This is an optimization exercise on Yosys and OpenROAD, whose aim is small area, a short achievable clock period and few clock cycles, not a production implementation.
Only simulation tests tie the RTL to the original design; equivalence was not proved.
Power is estimated from default activity; no workload was simulated.

==> inputs of run B <==
## fcodec
module fcodec (
    input  wire        clk,
    input  wire        rst,
    input  wire        bus_req,
    input  wire        bus_we,
    input  wire [1:0]  bus_size,    
    input  wire [11:0] bus_addr,
    input  wire [31:0] bus_wdata,
    output wire        bus_ready,
    output reg  [31:0] bus_rdata,
    output wire        bus_err
);
clock: 12.0 ns
lec_check: 0
cap_margin: 20
core_margin: 2
core_utilization: 40
place_density: 0.5
setup_slack_margin: 5
slew_margin: 20
standard.sh (not shown) runs the stock make flow with config.mk's settings and CLKGATE_MAP_FILE= SYNTH_SCRIPT=/design/flow/synth_recipe.tcl, a recipe that flattens the netlist after the stock synthesis.
==> flow/flow/run.sh <==
#!/bin/bash
# Layout: the standard ORFS flow (standard.sh), with the bus pins kept
# together on the top edge (flow/io.tcl). ORFS writes each tool's output to
# its own logs (orfs/logs/...); make's output goes to make.log here.
set -euo pipefail
bash standard.sh finish IO_CONSTRAINTS="$PWD/flow/io.tcl" > make.log 2>&1
==> flow/flow/io.tcl <==
# Keep the bus pins together in the middle of the top edge, so that the
# read-data and handshake logic between them stays compact.
set die [ord::get_db_block]
set w [expr {[[$die getDieArea] dx] / [$die getDbUnitsPerMicron]}]
set lo [expr {int($w * 0.35)}]
set hi [expr {int($w * 0.65)}]
set_io_pin_constraint -region top:$lo-$hi -pin_names {bus_req bus_we bus_size[0] bus_size[1] bus_addr[0] bus_addr[1] bus_addr[2] bus_addr[3] bus_addr[4] bus_addr[5] bus_addr[6] bus_addr[7] bus_addr[8] bus_addr[9] bus_addr[10] bus_addr[11] bus_rdata[0] bus_rdata[1] bus_rdata[2] bus_rdata[3] bus_rdata[4] bus_rdata[5] bus_rdata[6] bus_rdata[7] bus_rdata[8] bus_rdata[9] bus_rdata[10] bus_rdata[11] bus_rdata[12] bus_rdata[13] bus_rdata[14] bus_rdata[15] bus_rdata[16] bus_rdata[17] bus_rdata[18] bus_rdata[19] bus_rdata[20] bus_rdata[21] bus_rdata[22] bus_rdata[23] bus_rdata[24] bus_rdata[25] bus_rdata[26] bus_rdata[27] bus_rdata[28] bus_rdata[29] bus_rdata[30] bus_rdata[31] bus_ready bus_err bus_wdata[0] bus_wdata[1] bus_wdata[2] bus_wdata[3] bus_wdata[4] bus_wdata[5] bus_wdata[6] bus_wdata[7] bus_wdata[8] bus_wdata[9] bus_wdata[10] bus_wdata[11] bus_wdata[12] bus_wdata[13] bus_wdata[14] bus_wdata[15] bus_wdata[16] bus_wdata[17] bus_wdata[18] bus_wdata[19] bus_wdata[20] bus_wdata[21] bus_wdata[22] bus_wdata[23] bus_wdata[24] bus_wdata[25] bus_wdata[26] bus_wdata[27] bus_wdata[28] bus_wdata[29] bus_wdata[30] bus_wdata[31]}
==> run Z: changes against run B <==
--- a/flow/design.v
+++ b/flow/design.v
@@ -163,10 +163,11 @@
     reg  [8:0]  rc1; reg [2:0] rcw1, rcw0;
     reg         tk_tx, tk_rx, tk_mok;
     reg  [6:0]  tk_w;
     reg  [31:0] tk_m;
     reg         fb_busy, fb_rx, fb_done;
+    reg         fb_first;        
     reg  [7:0]  fb_s;
     reg  [8:0]  fb_c;
     reg         cp_busy, cp_flush, cp_load;
     reg         enc_pend, dec_pend;    
     reg  [7:0]  enc_s;                 
@@ -195,12 +196,12 @@
     wire        w_enc    = (w_op == OP_ENCODE);
     wire        w_chk    = (w_op == OP_VERIFY) || (w_op == OP_DECODE && w_sel != 2'd3);
     wire        w_dec    = (w_op == OP_DECODE && w_sel != 2'd3);
     reg         tx_at, rx_at;       
     wire        rx_need  = chk_present || (w_op == OP_DECODE && str_ok);
-    wire        enc_go   = !fb_busy && !tk_tx && tx_base_ok && tx_at;
-    wire        chk_go   = !fb_busy && !cp_busy && (!rx_need || (!tk_rx && rx_base_ok && rx_at));
+    reg         enc_go, chk_base, chk_data;
+    wire        chk_go   = chk_base && (!rx_need || chk_data);
     wire        cmd_go   = w_enc ? enc_go : w_chk ? chk_go : 1'b1;
     wire        fb_tx_start = !fb_busy && !fb_done && w_enc && !tk_tx && !tx_base_ok;
     wire        fb_rx_start = !fb_busy && !fb_done && w_chk && !cp_busy && !tk_rx && rx_need && !rx_base_ok;
     wire dp_avail = !cp_busy || lt7({1'b0, qa_dp}, cp_dw);
     wire r_tx    = bus_addr[11:10] == 2'b01;
@@ -222,17 +223,25 @@
     wire cp_start = dec_cmp && str_ok && str_cnt != 9'd0;
     wire tx_hw   = bus_req && bus_we && in_tx && !misaligned;
     wire rx_hw   = bus_req && bus_we && in_rx && !misaligned && !cp_busy;
     wire hdr_wr  = done && bus_we && in_regs && reg_idx == 4'd2;
     wire len_wr  = done && bus_we && in_regs && reg_idx == 4'd4;
-    wire [31:0] tx_merged = (q_tx & ~lmask) | (lane_data & lmask);
-    wire [31:0] rx_merged = (q_rx & ~lmask) | (lane_data & lmask);
-    wire        tx_mok    = full || hit_tx;
-    wire        rx_mok    = full || hit_rx;
+    wire        tx_same   = tk_tx && tk_w == w7;
+    wire        rx_same   = tk_rx && tk_w == w7;
+    wire [31:0] tx_old    = tx_same ? tk_m : q_tx;
+    wire [31:0] rx_old    = rx_same ? tk_m : q_rx;
+    wire [31:0] tx_merged = (tx_old & ~lmask) | (lane_data & lmask);
+    wire [31:0] rx_merged = (rx_old & ~lmask) | (lane_data & lmask);
+    wire        tx_mok    = full || (tx_same ? tk_mok : hit_tx);
+    wire        rx_mok    = full || (rx_same ? tk_mok : hit_rx);
+    wire        tx_stale  = tx_hw && na_tx == w7;
+    wire        rx_stale  = rx_hw && na_rx == w7;
     wire [7:0]  tk_ms     = sum4(tk_m);
     wire [2:0]  tk_mc     = pc4(tk_m);
-    wire [6:0] cp_last = (rx_tb == 2'd0) ? rx_tw - 7'd1 : rx_tw;   
+    wire [6:0] tx_twm1 = {1'b0, enc_n[7:2]};                      
+    wire [6:0] rx_twm1 = {1'b0, rx3[7:2]};
+    wire [6:0] cp_last = (rx_tb == 2'd0) ? rx_twm1 : rx_tw;        
     reg  [3:0] cp_v;
     reg  [2:0] cp_pos [0:3];
     reg  [2:0] cp_tot;
     reg  [6:0] cp_win [0:6];
     integer i, j;
@@ -255,31 +264,31 @@
     wire cp_wr    = (cp_step && cp_tot[2]) || (cp_busy && cp_flush);
     wire [27:0] cp_wdata = cp_flush ? {7'd0, cp_stage} :
                            {cp_win[3], cp_win[2], cp_win[1], cp_win[0]};
     always @(*) begin
         if (fb_busy && !fb_rx)
-            na_tx = (qa_tx == tx_tw - 7'd1) ? tx_tw : qa_tx + 7'd1;
+            na_tx = fb_first ? 7'd1 : (qa_tx == tx_twm1) ? tx_tw : qa_tx + 7'd1;
         else if (bus_req && r_tx)
             na_tx = !hit_tx ? w7 : to_next ? qa1_tx : qa_tx;
         else if (bus_req && bus_we && bus_addr == 12'h008)
             na_tx = {1'b0, bus_wdata[31:26]} + 7'd1;    
-        else if (bus_req && is_ctrl && w_enc)
-            na_tx = fb_tx_start ? 7'd1 : tx_tw;
+        else if (bus_req && is_ctrl)
+            na_tx = tx_tw;                               
         else if (enc_pend)
             na_tx = 7'd0;                                
         else
             na_tx = qa_tx;
         if (cp_busy)
             na_rx = cp_load ? 7'd1 : cp_flush ? qa_rx : (qa_rx == cp_last) ? 7'd0 : qa_rx + 7'd1;
         else if (fb_busy && fb_rx)
-            na_rx = (qa_rx == rx_tw - 7'd1) ? rx_tw : qa_rx + 7'd1;
+            na_rx = fb_first ? 7'd1 : (qa_rx == rx_twm1) ? rx_tw : qa_rx + 7'd1;
         else if (bus_req && r_rx)
             na_rx = !hit_rx ? w7 : to_next ? qa1_rx : qa_rx;
         else if (bus_req && bus_we && bus_addr == 12'h010)
             na_rx = rx_tw;                               
-        else if (bus_req && is_ctrl && w_chk)
-            na_rx = fb_rx_start ? 7'd1 : rx_tw;
+        else if (bus_req && is_ctrl)
+            na_rx = rx_tw;                               
         else
             na_rx = qa_rx;
         if (bus_req && !bus_we && r_dp)
             na_dp = !(hit_dp && dp_avail) ? word[5:0] : to_next ? qa1_dp : qa_dp;
         else if (dec_pend)
@@ -334,23 +343,43 @@
                         rvalid_n = 1'b0;
                 end
             end
         end
     end
+    wire fb_end    = fb_busy && !fb_first && (fb_rx ? (qa_rx == rx_twm1) : (qa_tx == tx_twm1));
+    wire fb_go     = !fb_busy && bus_req && is_ctrl && (fb_tx_start || fb_rx_start);
+    wire fb_busy_n = !rst && (fb_busy ? !fb_end : fb_go);
+    wire fb_done_n = !rst && (fb_end || (fb_done && !cmd));
+    wire fb_rx_n   = !rst && (fb_go ? fb_rx_start : fb_rx);
+    wire cp_busy_n = !rst && (cp_busy ? !(!cp_load && (cp_flush || (qa_rx == cp_last && cp_tot[1:0] == 2'd0)))
+                                      : cp_start);
+    wire tk_tx_n   = !rst && tx_hw && w7 != 7'd0;
+    wire tk_rx_n   = !rst && rx_hw && w7 != 7'd0;
+    wire txr_one_n = n_tx_tw == 7'd1;
+    wire txr_n     = tvalid_n && (n_tx_tw == tqm1_n || n_tx_tw == tq_n || n_tx_tw == tqp1_n);
+    wire rxr_one_n = n_rx_tw == 7'd1;
+    wire rxr_n     = rvalid_n && (n_rx_tw == rqm1_n || n_rx_tw == rq_n || n_rx_tw == rqp1_n);
+    wire tx_at_n   = !rst && !enc_cmp && !enc_pend && !tx_stale && na_tx == n_tx_tw;
+    wire rx_at_n   = !rst && !rx_stale && na_rx == n_rx_tw;
     always @(posedge clk) begin
+        enc_go   <= !fb_busy_n && !tk_tx_n && tx_at_n &&
+                    (txr_one_n || (fb_done_n && !fb_rx_n) || txr_n);
+        chk_base <= !fb_busy_n && !cp_busy_n;
+        chk_data <= !tk_rx_n && rx_at_n &&
+                    (rxr_one_n || (fb_done_n && fb_rx_n) || rxr_n);
         tq <= tq_n; tqm1 <= tqm1_n; tqp1 <= tqp1_n; tvalid <= tvalid_n;
         rq <= rq_n; rqm1 <= rqm1_n; rqp1 <= rqp1_n; rvalid <= rvalid_n;
         txr_one <= n_tx_tw == 7'd1;
         txr_m1  <= tvalid_n && n_tx_tw == tqm1_n;
         txr_0   <= tvalid_n && n_tx_tw == tq_n;
         txr_p1  <= tvalid_n && n_tx_tw == tqp1_n;
         rxr_one <= n_rx_tw == 7'd1;
         rxr_m1  <= rvalid_n && n_rx_tw == rqm1_n;
         rxr_0   <= rvalid_n && n_rx_tw == rq_n;
         rxr_p1  <= rvalid_n && n_rx_tw == rqp1_n;
-        tx_at <= !rst && !enc_cmp && !enc_pend && na_tx == n_tx_tw;
-        rx_at <= !rst && na_rx == n_rx_tw;
+        tx_at <= tx_at_n;
+        rx_at <= rx_at_n;
         tx_tw <= n_tx_tw;
         tx_tb <= n_enc_n[1:0];
         rx_tw <= n_rx_tw;
         rx_tb <= n_rx3[1:0];
         chk_present <= (n_rxlen >= 9'd4) && (n_rxlen >= 9'd5 + {1'b0, n_rx3});
@@ -363,12 +392,12 @@
         qa_rx <= na_rx;
         qa_dp <= na_dp;
         qa1_tx <= inc7(na_tx);
         qa1_rx <= inc7(na_rx);
         qa1_dp <= na_dp + 6'd1;
-        q_tx  <= (tx_hw && na_tx == w7) ? ((tx_rd & ~lmask) | (lane_data & lmask)) : tx_rd;
-        q_rx  <= (rx_hw && na_rx == w7) ? ((rx_rd & ~lmask) | (lane_data & lmask)) : rx_rd;
+        q_tx  <= tx_rd;
+        q_rx  <= rx_rd;
         q_dp  <= ((cp_wr && cp_dw[5:0] == na_dp) ? cp_wdata : dp_rd) & dp_keep;
         tk_w  <= w7;
         tk_mok <= in_tx ? tx_mok : rx_mok;
         tk_m  <= in_tx ? tx_merged : rx_merged;
         if (rst) begin
@@ -391,16 +420,16 @@
             qv_tx <= 1'b0; qv_rx <= 1'b0; qv_dp <= 1'b0;
             ts1 <= 8'd0; tw1 <= 8'd0; tw0 <= 8'd0;
             rs1 <= 8'd0; rw1 <= 8'd0; rw0 <= 8'd0;
             rc1 <= 9'd0; rcw1 <= 3'd0; rcw0 <= 3'd0;
             tk_tx <= 1'b0; tk_rx <= 1'b0;
-            fb_busy <= 1'b0; fb_rx <= 1'b0; fb_done <= 1'b0; fb_s <= 8'd0; fb_c <= 9'd0;
+            fb_busy <= 1'b0; fb_first <= 1'b0; fb_rx <= 1'b0; fb_done <= 1'b0; fb_s <= 8'd0; fb_c <= 9'd0;
             enc_pend <= 1'b0; dec_pend <= 1'b0; cp_load <= 1'b0;
             cp_busy <= 1'b0; cp_flush <= 1'b0; cp_dw <= 7'd0; cp_sc <= 2'd0; cp_stage <= 21'd0;
         end else begin
-            qv_tx <= !enc_cmp && !enc_pend;
-            qv_rx <= 1'b1;
+            qv_tx <= !enc_cmp && !enc_pend && !tx_stale;
+            qv_rx <= !rx_stale;
             qv_dp <= !dec_cmp;
             enc_pend <= enc_cmp;
             if (enc_pend)
                 csum_calc <= enc_s;
             dec_pend <= dec_cmp;
@@ -518,18 +547,21 @@
                         rc1 <= rc1 + {6'd0, rcw1}; rcw1 <= rcw0; rcw0 <= tk_mc;
                     end
                 end
             end
             if (fb_busy) begin
-                fb_s <= fb_s + sum4(fb_rx ? q_rx : q_tx);
-                fb_c <= fb_c + {6'd0, pc4(q_rx)};
-                if (fb_rx ? (qa_rx == rx_tw - 7'd1) : (qa_tx == tx_tw - 7'd1)) begin
+                fb_first <= 1'b0;
+                if (!fb_first) begin
+                    fb_s <= fb_s + sum4(fb_rx ? q_rx : q_tx);
+                    fb_c <= fb_c + {6'd0, pc4(q_rx)};
+                end
+                if (fb_end) begin
                     fb_busy <= 1'b0;
                     fb_done <= 1'b1;
                 end
-            end else if (bus_req && is_ctrl && (fb_tx_start || fb_rx_start)) begin
-                fb_busy <= 1'b1; fb_rx <= fb_rx_start; fb_s <= 8'd0; fb_c <= 9'd0;
+            end else if (fb_go) begin
+                fb_busy <= 1'b1; fb_first <= 1'b1; fb_rx <= fb_rx_start; fb_s <= 8'd0; fb_c <= 9'd0;
             end
             if (cp_busy) begin
                 if (cp_wr)
                     cp_dw <= cp_dw + 7'd1;
                 if (cp_load)
- CAP_MARGIN: 20 -> 30
- CTS_CLUSTER_DIAMETER: not set -> 100
- CTS_CLUSTER_SIZE: not set -> 20
- SLEW_MARGIN: 20 -> 30
==> results.yml <==
final_layout:
  final_area_um2: 293400
  final_cell_mix: "edfxtp_1, a22oi_1, buf_4, nand2_1, nor2_1"
  num-clock-buffers: 615
  clock_cell_area_share_pct: 3.781
clock_tree:
  clock-sinks: 6464
route:
  wirelength_um: 1331000
setup_path:
  endpoint: "bus_rdata[4]"
synthesis:
  synth_top_area_share_pct: 70.04
pwr:
  p_per_area_nw_per_um2: 161.3
  p_clk_mw: 13.9
global_routing:
  grt_pass1_vias: 167300
  antenna_found_initial: 104
placement:
  place_inst: 25440
  dpl.hpwl_um: 875000
min_path:
  min_to: "csum_recv[0]$_SDFFE_PP0P_"
outcome:
  status: "complete, no violations"
floorplan:
  row_count: 293
the above is filed under run Z

==> results.yml <==
setup_path:
  endpoint: "q_tx[13]$_DFF_P_"
final_layout:
  clock_cell_area_share_pct: 7.192
  final_cell_mix: "edfxtp_1, a22oi_1, buf_4, nand2_1, clkbuf_16"
  final_area_um2: 310000
  num-clock-buffers: 942
clock_tree:
  clock-sinks: 6462
pwr:
  p_per_area_nw_per_um2: 179.1
  p_clk_mw: 21.6
global_routing:
  antenna_found_initial: 171
outcome:
  status: "complete, no violations"
min_path:
  min_to: "csum_recv[6]$_SDFFE_PP0P_"
placement:
  dpl.hpwl_um: 989100
route:
  wirelength_um: 1506000
floorplan:
  row_count: 296
the above is filed under run B

Testbench counts of run B, summed over its fixed seeds: cycles 138,024.
Testbench counts of run Z, summed over its fixed seeds: cycles 138,024.


==> lagoon: inputs <==
fcodec, a different RTL version from the one above (not shown whole).
clock: 12.0 ns
lec_check: 0
cap_margin: 20
core_margin: 2
core_utilization: 55
place_density: 0.6
setup_slack_margin: 5
slew_margin: 20
run.sh (not shown) runs the stock make flow with config.mk's settings and CLKGATE_MAP_FILE= SYNTH_SCRIPT=/design/flow/synth_recipe.tcl, a recipe that flattens the netlist after the stock synthesis.
Stock flow here: none of the scripts above is used.
==> raven: changes against lagoon <==
--- a/flow/design.v
+++ b/flow/design.v
@@ -141,15 +141,16 @@
     reg  [8:0]  rc1; reg [2:0] rcw1, rcw0;
     reg         tk_tx, tk_rx, tk_mok;
     reg  [6:0]  tk_w;
     reg  [31:0] tk_m;
     reg         fb_busy, fb_rx, fb_done;
     reg  [7:0]  fb_s;
     reg  [8:0]  fb_c;
-    reg         cp_busy, cp_flush;
+    reg         cp_busy, cp_flush, cp_load;
+    reg         enc_pend, dec_pend;    
     reg  [6:0]  cp_dw;           
     reg  [1:0]  cp_sc;           
     reg  [20:0] cp_stage;
     reg        tx_base_ok;  reg [7:0] tx_base;
     always @(*) begin
         tx_base_ok = 1'b1;
         tx_base    = 8'd0;
@@ -217,16 +218,16 @@
     assign bus_ready = bus_req && !stall;
     assign bus_err   = access_err;
     wire done    = acc && !stall;           
     wire cmd     = done && ctrl_wr;
     wire enc_cmp = cmd && w_enc;
     wire dec_cmp = cmd && w_dec;
     wire cp_start = dec_cmp && str_ok && str_cnt != 9'd0;
-    wire tx_hw   = done && bus_we && in_tx;
-    wire rx_hw   = done && bus_we && in_rx;
+    wire tx_hw   = bus_req && bus_we && in_tx && !misaligned;
+    wire rx_hw   = bus_req && bus_we && in_rx && !misaligned && !cp_busy;
     wire hdr_wr  = done && bus_we && in_regs && reg_idx == 4'd2;
     wire len_wr  = done && bus_we && in_regs && reg_idx == 4'd4;
     wire [31:0] tx_merged = (q_tx & ~lmask) | (lane_data & lmask);
     wire [31:0] rx_merged = (q_rx & ~lmask) | (lane_data & lmask);
     wire        tx_mok    = full || hit_tx;
     wire        rx_mok    = full || hit_rx;
     wire [7:0]  tk_ms     = sum4(tk_m);
@@ -248,48 +249,46 @@
         for (i = 0; i < 7; i = i + 1) begin
             cp_win[i] = (i < 3 && i < cp_sc) ? cp_stage[7*(i % 3) +: 7] : 7'd0;
             for (j = 0; j < 4; j = j + 1)
                 if (cp_v[j] && cp_pos[j] == i)
                     cp_win[i] = q_rx[8*j +: 7];
         end
     end
-    wire cp_step  = cp_busy && !cp_flush;
+    wire cp_step  = cp_busy && !cp_flush && !cp_load;
     wire cp_wr    = (cp_step && cp_tot[2]) || (cp_busy && cp_flush);
     wire [27:0] cp_wdata = cp_flush ? {7'd0, cp_stage} :
                            {cp_win[3], cp_win[2], cp_win[1], cp_win[0]};
     always @(*) begin
         if (fb_busy && !fb_rx)
             na_tx = (qa_tx == tx_tw - 7'd1) ? tx_tw : qa_tx + 7'd1;
         else if (bus_req && r_tx)
-            na_tx = st_tx ? w7 : next_word;
-        else if (hdr_wr)
+            na_tx = hit_tx ? next_word : w7;
+        else if (bus_req && bus_we && bus_addr == 12'h008)
             na_tx = {1'b0, bus_wdata[31:26]} + 7'd1;    
-        else if (enc_cmp)
-            na_tx = 7'd0;                                
         else if (bus_req && is_ctrl && w_enc)
             na_tx = fb_tx_start ? 7'd1 : tx_tw;
+        else if (enc_pend)
+            na_tx = 7'd0;                                
         else
             na_tx = qa_tx;
         if (cp_busy)
-            na_rx = cp_flush ? qa_rx : (qa_rx == cp_last) ? 7'd0 : qa_rx + 7'd1;
+            na_rx = cp_load ? 7'd1 : cp_flush ? qa_rx : (qa_rx == cp_last) ? 7'd0 : qa_rx + 7'd1;
         else if (fb_busy && fb_rx)
             na_rx = (qa_rx == rx_tw - 7'd1) ? rx_tw : qa_rx + 7'd1;
-        else if (cp_start)
-            na_rx = 7'd1;
         else if (bus_req && r_rx)
-            na_rx = st_rx ? w7 : next_word;
-        else if (len_wr)
+            na_rx = hit_rx ? next_word : w7;
+        else if (bus_req && bus_we && bus_addr == 12'h010)
             na_rx = rx_tw;                               
         else if (bus_req && is_ctrl && w_chk)
             na_rx = fb_rx_start ? 7'd1 : rx_tw;
         else
             na_rx = qa_rx;
         if (bus_req && !bus_we && r_dp)
-            na_dp = st_dp ? word[5:0] : next_word[5:0];
-        else if (dec_cmp)
+            na_dp = (hit_dp && dp_avail) ? next_word[5:0] : word[5:0];
+        else if (dec_pend)
             na_dp = 6'd0;
         else
             na_dp = qa_dp;
     end
     always @(posedge clk) begin
         qa_tx <= na_tx;
         qa_rx <= na_rx;
@@ -319,19 +318,22 @@
             csum_recv  <= 8'd0;
             qv_tx <= 1'b0; qv_rx <= 1'b0; qv_dp <= 1'b0;
             tq <= 7'd1; ts1 <= 8'd0; tw1 <= 8'd0; tw0 <= 8'd0; tvalid <= 1'b0;
             rq <= 7'd1; rs1 <= 8'd0; rw1 <= 8'd0; rw0 <= 8'd0; rvalid <= 1'b0;
             rc1 <= 9'd0; rcw1 <= 3'd0; rcw0 <= 3'd0;
             tk_tx <= 1'b0; tk_rx <= 1'b0;
             fb_busy <= 1'b0; fb_rx <= 1'b0; fb_done <= 1'b0; fb_s <= 8'd0; fb_c <= 9'd0;
+            enc_pend <= 1'b0; dec_pend <= 1'b0; cp_load <= 1'b0;
             cp_busy <= 1'b0; cp_flush <= 1'b0; cp_dw <= 7'd0; cp_sc <= 2'd0; cp_stage <= 21'd0;
         end else begin
             qv_tx <= !enc_cmp;
             qv_rx <= 1'b1;
             qv_dp <= !(cp_wr && cp_dw[5:0] == na_dp);
+            enc_pend <= enc_cmp;
+            dec_pend <= dec_cmp;
             if (hdr_wr)
                 enc_hdr <= bus_wdata;
             if (len_wr)
                 rx_len <= bus_wdata[8:0];
             if (cmd) begin
                 ctrl_op   <= w_op;
                 ctrl_sel  <= w_sel;
@@ -463,15 +465,17 @@
                 end
             end else if (bus_req && is_ctrl && (fb_tx_start || fb_rx_start)) begin
                 fb_busy <= 1'b1; fb_rx <= fb_rx_start; fb_s <= 8'd0; fb_c <= 9'd0;
             end
             if (cp_busy) begin
                 if (cp_wr)
                     cp_dw <= cp_dw + 7'd1;
-                if (cp_flush) begin
+                if (cp_load)
+                    cp_load <= 1'b0;
+                else if (cp_flush) begin
                     cp_flush <= 1'b0;
                     cp_busy  <= 1'b0;
                 end else begin
                     cp_sc    <= cp_tot[1:0];
                     cp_stage <= cp_tot[2] ? {cp_win[6], cp_win[5], cp_win[4]}
                                           : {cp_win[2], cp_win[1], cp_win[0]};
                     if (qa_rx == cp_last) begin
@@ -479,14 +483,15 @@
                             cp_flush <= 1'b1;
                         else
                             cp_busy <= 1'b0;
                     end
                 end
             end else if (cp_start) begin
                 cp_busy  <= 1'b1;
+                cp_load  <= 1'b1;
                 cp_flush <= 1'b0;
                 cp_dw    <= 7'd0;
                 cp_sc    <= 2'd0;
             end
         end
     end
     wire [31:0] tx_ldata = enc_cmp ? {4{enc_sum}} : lane_data;
==> nickel: changes against lagoon <==
Settings changed: CORE_UTILIZATION 55 to 30, PLACE_DENSITY 0.6 to 0.4, SETUP_SLACK_MARGIN 5 to not set.
==> results by group <==
CTS
  – Postcts setup bufs: 0
  – Num CTS Buffers: 710

Critical path
  – Slowest stage delay, CP: 1060 ps

Final layout
  – Seq/total area: 62.3%
  – Clock buffers: 975
  – Multi-input gate area: 63200 sq um

Global routing
  – Vias in the first global route: 167000

Synthesis
  – Cell Area, Synth: 253000 sq um

Status
  – Status: complete, no violations

Floorplanning
  – Die H: 921 um
  – Horiz. Die Dim: 921 um

STA
  – Max Fclk: 87.5 MHz

Placement
  – Placed Cells: 28100

Routing
  – Met1 WL: 587 mm

Power and ir drop
  – Leakage: 97.7 nW
The numbers above come from nickel.

==> results by group <==
Status
  – Status: failed layout checks
  – Fail Reasons: capacitance limit, slew limit

Routing
  – Met1 WL: 425 mm
  – Drt drc: 0

Final layout
  – Clock buffers: 857
  – Seq/total area: 59.3%
  – Multi-input gate area: 72600 sq um
  – ANT cells: 169

STA
  – Setup TNS: 0 ps
  – Slew Viols, Final: 58
  – Max Fclk: 120 MHz

Flow run
  – Max-cap violations: 4

Power and ir drop
  – Leakage: 106 nW

Global routing
  – Vias in the first global route: 174000

Synthesis
  – Cell Area, Synth: 253000 sq um
  – Sequential-to-total area share from yosys stat: 74.1%

Critical path
  – Slowest stage delay, CP: 550 ps

Placement
  – Placed Cells: 22800

CTS
  – Num CTS Buffers: 643

Floorplanning
  – Horiz. Die Dim: 682 um
The numbers above come from lagoon.

==> results by group <==
Status
  – Status: complete, no violations

Critical path
  – R2R depth: 33
  – Slowest stage delay, CP: 490 ps
  – Crit path buf inv count: 5

Floorplanning
  – Horiz. Die Dim: 685 um
  – Die H: 685 um
  – FP Rows: 250

Power and ir drop
  – Leakage: 99.8 nW

Final layout
  – Multi-input gate area: 70700 sq um
  – Seq/total area: 61.3%
  – Clock buffers: 871
  – Most frequent cells in the layout: edfxtp_1, a22oi_1, buf_4

Routing
  – Met1 WL: 431 mm

Synthesis
  – Cell Area, Synth: 255000 sq um
  – Main combinational cell family by area after synthesis: compound AO/OA/AOI/OAI gates

Placement
  – Placed Cells: 23500

CTS
  – Num CTS Buffers: 650

Global routing
  – Vias in the first global route: 178000
The numbers above come from raven.

Testbench counts of lagoon, summed over its fixed seeds: cycles 138,024.
Testbench counts of raven, summed over its fixed seeds: cycles 138,277.
Testbench counts of nickel, summed over its fixed seeds: cycles 138,024.

==> separate check: timing with driven ports <==
Ports are ideal in the flow. The routed layouts listed here were re-timed in OpenROAD.
Step 1 sets driving cells, clkbuf_16 on the clock port and buf_2 on the other inputs (assumed; they add their load-dependent delay and slew).
Step 2, shift: input delay + t, output delay - t, t = (earliest + latest rising clock arrival at the registers) / 2. This alone moves slack from input paths to output paths.
Slacks: no drivers / after step 1 / after step 2; pairs: no drivers / after step 1.
| run | t, ns | slack for setup (ns) | latest minus earliest clock arrival (ns) | slew at the worst register clock pin (ns) | pins driven straight from the clock port |
|---|---|---|---|---|---|
| run B | 1.327 | 4.702 / 4.702 / 3.523 | 0.120 / 0.121 | 0.07 / 0.07 | 1 |
| run Z | 1.216 | 4.605 / 4.329 / 3.574 | 0.156 / 0.156 | 0.10 / 0.10 | 1 |
| lagoon | 1.277 | 3.696 / 3.696 / 3.042 | 0.095 / 0.095 | 0.07 / 0.07 | 1 |
| raven | 1.292 | 4.280 / 4.102 / 3.473 | 0.106 / 0.105 | 0.08 / 0.08 | 1 |
| nickel | 1.299 | 0.567 / 0.497 / -0.802 | 0.131 / 0.132 | 0.07 / 0.07 | 1 |
With both steps, setup timing fails in nickel, where it was met with ideal ports. The setup slack of nickel, which loses most, moves by -0.070 ns with the drivers and by -1.369 ns with both steps.
